This is an optimization exercise on Yosys and OpenROAD, whose aim is small area, a short achievable clock period and few clock cycles per item, not a production implementation.
In this exercise RTL edits were held to simulation tests only and were not proved equivalent to the original.

==> inputs of sierra <==
// rg_sweep
module rg_sweep (
    input  wire        clk,
    input  wire        rst,
    input  wire [31:0] cfg_b,
    input  wire [31:0] cfg_b1,
    input  wire [31:0] cfg_b2,
    input  wire [31:0] cfg_b3,
    input  wire        cfg_pass,
    input  wire        in_valid,
    input  wire        in_first,
    input  wire [31:0] in_data,
    output reg         in_ready,
    output reg         out_valid,
    output reg  [31:0] out_data
);
Settings: LEC_CHECK=0, ABC_AREA=1, CAP_MARGIN=20, CORE_MARGIN=2, CORE_UTILIZATION=40, PLACE_DENSITY=0.6, SLEW_MARGIN=20; clock period 20.0 ns.
run.sh (not shown) runs the stock make flow with config.mk's settings and CLKGATE_MAP_FILE= SYNTH_SCRIPT=/design/flow/synth_recipe.tcl, a recipe that flattens the netlist after the stock synthesis.
==> pepper: changes against sierra <==
--- a/flow/design.v
+++ b/flow/design.v
@@ -18,51 +18,83 @@
     wire        b_inf = b_max && b_fz;
     wire        a_zero = a_den && a_fz;
     wire        b_zero = b_den && b_fz;
     wire        sy = a[31] ^ b[31];
     wire [23:0] ma = {!a_den, a[22:0]};
     wire [23:0] mb = {!b_den, b[22:0]};
     wire [9:0]  xa = {2'b00, ea[7:1], ea[0] | a_den};
     wire [9:0]  xb = {2'b00, eb[7:1], eb[0] | b_den};
-    function [4:0] lz24(input [23:0] m);
-        integer k;
+    function [5:0] lzc32(input [31:0] x);
+        reg [15:0] v1, p1;
+        reg [7:0]  v2;
+        reg [15:0] p2;
+        reg [3:0]  v3;
+        reg [11:0] p3;
+        reg [1:0]  v4;
+        reg [7:0]  p4;
+        reg        v5;
+        reg [4:0]  p5;
+        integer g;
         begin
-            lz24 = 5'd24;
-            for (k = 0; k < 24; k = k + 1)
-                if (m[k]) lz24 = 5'd23 - k[4:0];
+            for (g = 0; g < 16; g = g + 1) begin
+                v1[g] = x[2*g+1] | x[2*g];
+                p1[g] = !x[2*g+1];
+            end
+            for (g = 0; g < 8; g = g + 1) begin
+                v2[g] = v1[2*g+1] | v1[2*g];
+                p2[2*g +: 2] = v1[2*g+1] ? {1'b0, p1[2*g+1]} : {1'b1, p1[2*g]};
+            end
+            for (g = 0; g < 4; g = g + 1) begin
+                v3[g] = v2[2*g+1] | v2[2*g];
+                p3[3*g +: 3] = v2[2*g+1] ? {1'b0, p2[2*(2*g+1) +: 2]} : {1'b1, p2[2*(2*g) +: 2]};
+            end
+            for (g = 0; g < 2; g = g + 1) begin
+                v4[g] = v3[2*g+1] | v3[2*g];
+                p4[4*g +: 4] = v3[2*g+1] ? {1'b0, p3[3*(2*g+1) +: 3]} : {1'b1, p3[3*(2*g) +: 3]};
+            end
+            v5 = v4[1] | v4[0];
+            p5 = v4[1] ? {1'b0, p4[7:4]} : {1'b1, p4[3:0]};
+            lzc32 = v5 ? {1'b0, p5} : 6'd32;
         end
     endfunction
-    function [4:0] tz24(input [23:0] m);
+    function [31:0] rev32(input [31:0] x);
         integer k;
         begin
-            tz24 = 5'd24;
-            for (k = 23; k >= 0; k = k - 1)
-                if (m[k]) tz24 = k[4:0];
+            for (k = 0; k < 32; k = k + 1)
+                rev32[k] = x[31-k];
         end
     endfunction
+    function [4:0] lz24(input [23:0] m);
+        lz24 = lzc32({m, 8'hFF});
+    endfunction
+    function [4:0] tz24(input [23:0] m);
+        tz24 = lzc32(rev32({8'hFF, m}));
+    endfunction
     wire [47:0] prod;
     rg_mul24 u_m (.a(ma), .b(mb), .p(prod));
-    wire [5:0]         lzs = {1'b0, lz24(ma)} + {1'b0, lz24(mb)};
-    wire signed [10:0] xs  = $signed({1'b0, xa}) + $signed({1'b0, xb}) - 11'sd128;
-    wire signed [10:0] sh  = ($signed({5'd0, lzs}) < xs) ? $signed({5'd0, lzs}) : xs;
-    wire [9:0]         eref1 = xs[9:0] - sh[9:0];
-    wire signed [10:0] amt_s = 11'sd23 - sh;
-    wire [5:0]  amt = (amt_s > 11'sd63) ? 6'd63 : amt_s[5:0];
+    wire        both_den = a_den && b_den;
+    wire [4:0]  L   = lz24(ma) | lz24(mb);
+    wire signed [10:0] xs = $signed({1'b0, xa}) + $signed({1'b0, xb}) - 11'sd128;
+    wire        use_l = ($signed({6'd0, L}) < xs);
+    wire [4:0]  amt_l = 5'd23 - L;
+    wire signed [10:0] amt_xs = 11'sd23 - xs;
+    wire [5:0]  amt_x = (amt_xs > 11'sd63) ? 6'd63 : amt_xs[5:0];
+    wire [5:0]  amt   = use_l ? {1'b0, amt_l} : amt_x;
+    wire [9:0]  eref1 = use_l ? (xs[9:0] - {5'd0, L}) : 10'd0;
     wire [48:0] v0  = {prod, 1'b0};                        
     wire [56:0] v1  = amt[5] ? {32'd0, v0[48:32]} : {8'd0, v0};
     wire [40:0] v2  = amt[4] ? v1[56:16] : v1[40:0];
     wire [32:0] v3  = amt[3] ? v2[40:8]  : v2[32:0];
     wire [28:0] v4  = amt[2] ? v3[32:4]  : v3[28:0];
     wire [26:0] v5  = amt[1] ? v4[28:2]  : v4[26:0];
     wire [25:0] pn  = amt[0] ? v5[26:1]  : v5[25:0];      
-    wire [5:0]         tzp  = {1'b0, tz24(ma)} + {1'b0, tz24(mb)};
-    wire signed [10:0] tzsh = $signed({5'd0, tzp}) + sh;
-    wire        st23 = (tzsh < 11'sd23);
-    wire        st22 = (tzsh < 11'sd22);
+    wire [5:0]  tzp  = {1'b0, tz24(ma)} + {1'b0, tz24(mb)};
+    wire        st23 = ({1'b0, tzp} < {1'b0, amt});
+    wire        st22 = ({1'b0, tzp} + 7'd1 < {1'b0, amt});
     wire        top    = pn[25];
     wire [24:0] sig    = top ? {2'b10, pn[24:2]} : {1'b0, pn[24:1]};
     wire        guard  = top ? pn[1] : pn[0];
     wire        sticky = top ? st23 : st22;
     wire        inc    = guard && (sticky || sig[0]);
     wire [23:0] low    = {1'b0, sig[22:0]} + {23'd0, inc};
     wire [1:0]  eadd   = sig[24:23] + {1'b0, low[23]};
     wire [9:0]  e0 = eref1;
@@ -71,17 +103,17 @@
     wire [9:0]  e3 = eref1 + 10'd3;
     wire [9:0]  ef = (eadd == 2'd0) ? e0 : (eadd == 2'd1) ? e1 : (eadd == 2'd2) ? e2 : e3;
     wire        ovf = (ef >= 10'd255);
     always @(*) begin
         if (a_nan || b_nan || (a_inf && b_zero) || (b_inf && a_zero))
             y = QNAN;
         else if (a_inf || b_inf)
             y = {sy, 8'hFF, 23'd0};
-        else if (a_zero || b_zero)
+        else if (a_zero || b_zero || both_den)
             y = {sy, 31'd0};
         else if (ovf)
             y = {sy, 8'hFF, 23'd0};
         else
             y = {sy, ef[7:0], low[22:0]};
     end
 endmodule
 module rg_mul24 (
@@ -1698,24 +1730,62 @@
     wire        a_nan = a_max && !a_fz;
     wire        b_nan = b_max && !b_fz;
     wire        a_inf = a_max && a_fz;
     wire        b_inf = b_max && b_fz;
     wire [7:0]  xa = {ea[7:1], ea[0] | a_den};
     wire [7:0]  xb = {eb[7:1], eb[0] | b_den};
     wire [23:0] ma = {!a_den, a[22:0]};
     wire [23:0] mb = {!b_den, b[22:0]};
-    function [4:0] tz24(input [23:0] m);
+    function [5:0] lzc32(input [31:0] x);
+        reg [15:0] v1, p1;
+        reg [7:0]  v2;
+        reg [15:0] p2;
+        reg [3:0]  v3;
+        reg [11:0] p3;
+        reg [1:0]  v4;
+        reg [7:0]  p4;
+        reg        v5;
+        reg [4:0]  p5;
+        integer g;
+        begin
+            for (g = 0; g < 16; g = g + 1) begin
+                v1[g] = x[2*g+1] | x[2*g];
+                p1[g] = !x[2*g+1];
+            end
+            for (g = 0; g < 8; g = g + 1) begin
+                v2[g] = v1[2*g+1] | v1[2*g];
+                p2[2*g +: 2] = v1[2*g+1] ? {1'b0, p1[2*g+1]} : {1'b1, p1[2*g]};
+            end
+            for (g = 0; g < 4; g = g + 1) begin
+                v3[g] = v2[2*g+1] | v2[2*g];
+                p3[3*g +: 3] = v2[2*g+1] ? {1'b0, p2[2*(2*g+1) +: 2]} : {1'b1, p2[2*(2*g) +: 2]};
+            end
+            for (g = 0; g < 2; g = g + 1) begin
+                v4[g] = v3[2*g+1] | v3[2*g];
+                p4[4*g +: 4] = v3[2*g+1] ? {1'b0, p3[3*(2*g+1) +: 3]} : {1'b1, p3[3*(2*g) +: 3]};
+            end
+            v5 = v4[1] | v4[0];
+            p5 = v4[1] ? {1'b0, p4[7:4]} : {1'b1, p4[3:0]};
+            lzc32 = v5 ? {1'b0, p5} : 6'd32;
+        end
+    endfunction
+    function [31:0] rev32(input [31:0] x);
         integer k;
         begin
-            tz24 = 5'd24;
-            for (k = 23; k >= 0; k = k - 1)
-                if (m[k]) tz24 = k[4:0];
+            for (k = 0; k < 32; k = k + 1)
+                rev32[k] = x[31-k];
         end
     endfunction
+    function [4:0] lz24(input [23:0] m);
+        lz24 = lzc32({m, 8'hFF});
+    endfunction
+    function [4:0] tz24(input [23:0] m);
+        tz24 = lzc32(rev32({8'hFF, m}));
+    endfunction
     wire [4:0] tza = tz24(ma);
     wire [4:0] tzb = tz24(mb);
     wire        swap = (b[30:0] > a[30:0]);
     wire [7:0]  dab  = xa - xb;
     wire [7:0]  dba  = xb - xa;
     wire        st_ab = ({3'd0, tzb} + 8'd3) < dab;
     wire        st_ba = ({3'd0, tza} + 8'd3) < dba;
     wire [7:0]  d      = swap ? dba : dab;
==> results.toml <==
[setup_path]
cp-startpoint = "prod[26]"
critPathCapture = "opb[5]"

[clock_tree]
cts_made_buffers = 41
clk_latency_ns = 0.61

[placement]
dpl_worst_slack_ns = 6.22
gp_congestion = 0.998

[sta]
fmaxAchievable_ghz = 0.0708
skew_ns = 0.0261
hold_ws_ns = 0.514

[grt]
use_met3_pct = 4.16
met1_usage_pct = 37.9

[synth]
synthTopCellsByArea = "nand2_1 20%, fa_1 20%, edfxtp_1 16%"
syn-instance-count = 7581
synthXorXnorAreaFrac_pct = 2.42
synth_compound_area_share_pct = 10.4

[run_status]
status = "timing/DRC/antenna clean"

[cells_and_area]
multiInputGateArea_um2 = 33900
buffer_area_share_pct = 4.90
stdcell_count = 9214

[floorplanning]
coreArea_um2 = 124000
[end of results for pepper]
==> results.toml <==
[run_status]
status = "timing/DRC/antenna clean"

[cells_and_area]
stdcell_count = 9342
buffer_area_share_pct = 4.88
multiInputGateArea_um2 = 34600

[grt]
use_met3_pct = 4.50
met1_usage_pct = 37.5
grt_pass1_vias = 48500

[synth]
synthTopCellsByArea = "nand2_1 21%, fa_1 20%, edfxtp_1 15%"
syn-instance-count = 7699
synth_compound_area_share_pct = 10.2
synthXorXnorAreaFrac_pct = 2.31

[placement]
dpl_worst_slack_ns = 5.50
gp_congestion = 0.980

[floorplanning]
coreArea_um2 = 125000

[setup_path]
cp-startpoint = "k0[0]"

[clock_tree]
cts_made_buffers = 40

[sta]
skew_ns = 0.0451
[end of results for sierra]
Testbench counts of sierra, summed over its fixed seeds: cycles 30,984, items 7,775.
Testbench counts of pepper, summed over its fixed seeds: cycles 30,984, items 7,775.

port drivers added, routing unchanged:
The flow's constraints put no driver on any port. The routed layouts listed below were extracted and timed again, unchanged, in two steps.
Step 1 assumes that a clkbuf_16 drives the clock port and a buf_2 every other input.
Step 2, shift: input delay + t, output delay - t, t = (earliest + latest rising clock arrival at the registers) / 2. This alone moves slack from input paths to output paths.
a / b / c = no drivers / after step 1 / after step 2; a / b = the first two.
| run | t, ns | setup slack, ns | worst data-port slew with drivers (ns) |
|---|---|---|---|
| sierra | 0.641 | 5.179 / 5.179 / 5.179 | 0.13 |
| pepper | 0.663 | 5.886 / 5.886 / 5.886 | 0.17 |
After both steps every run listed still meets setup and hold.
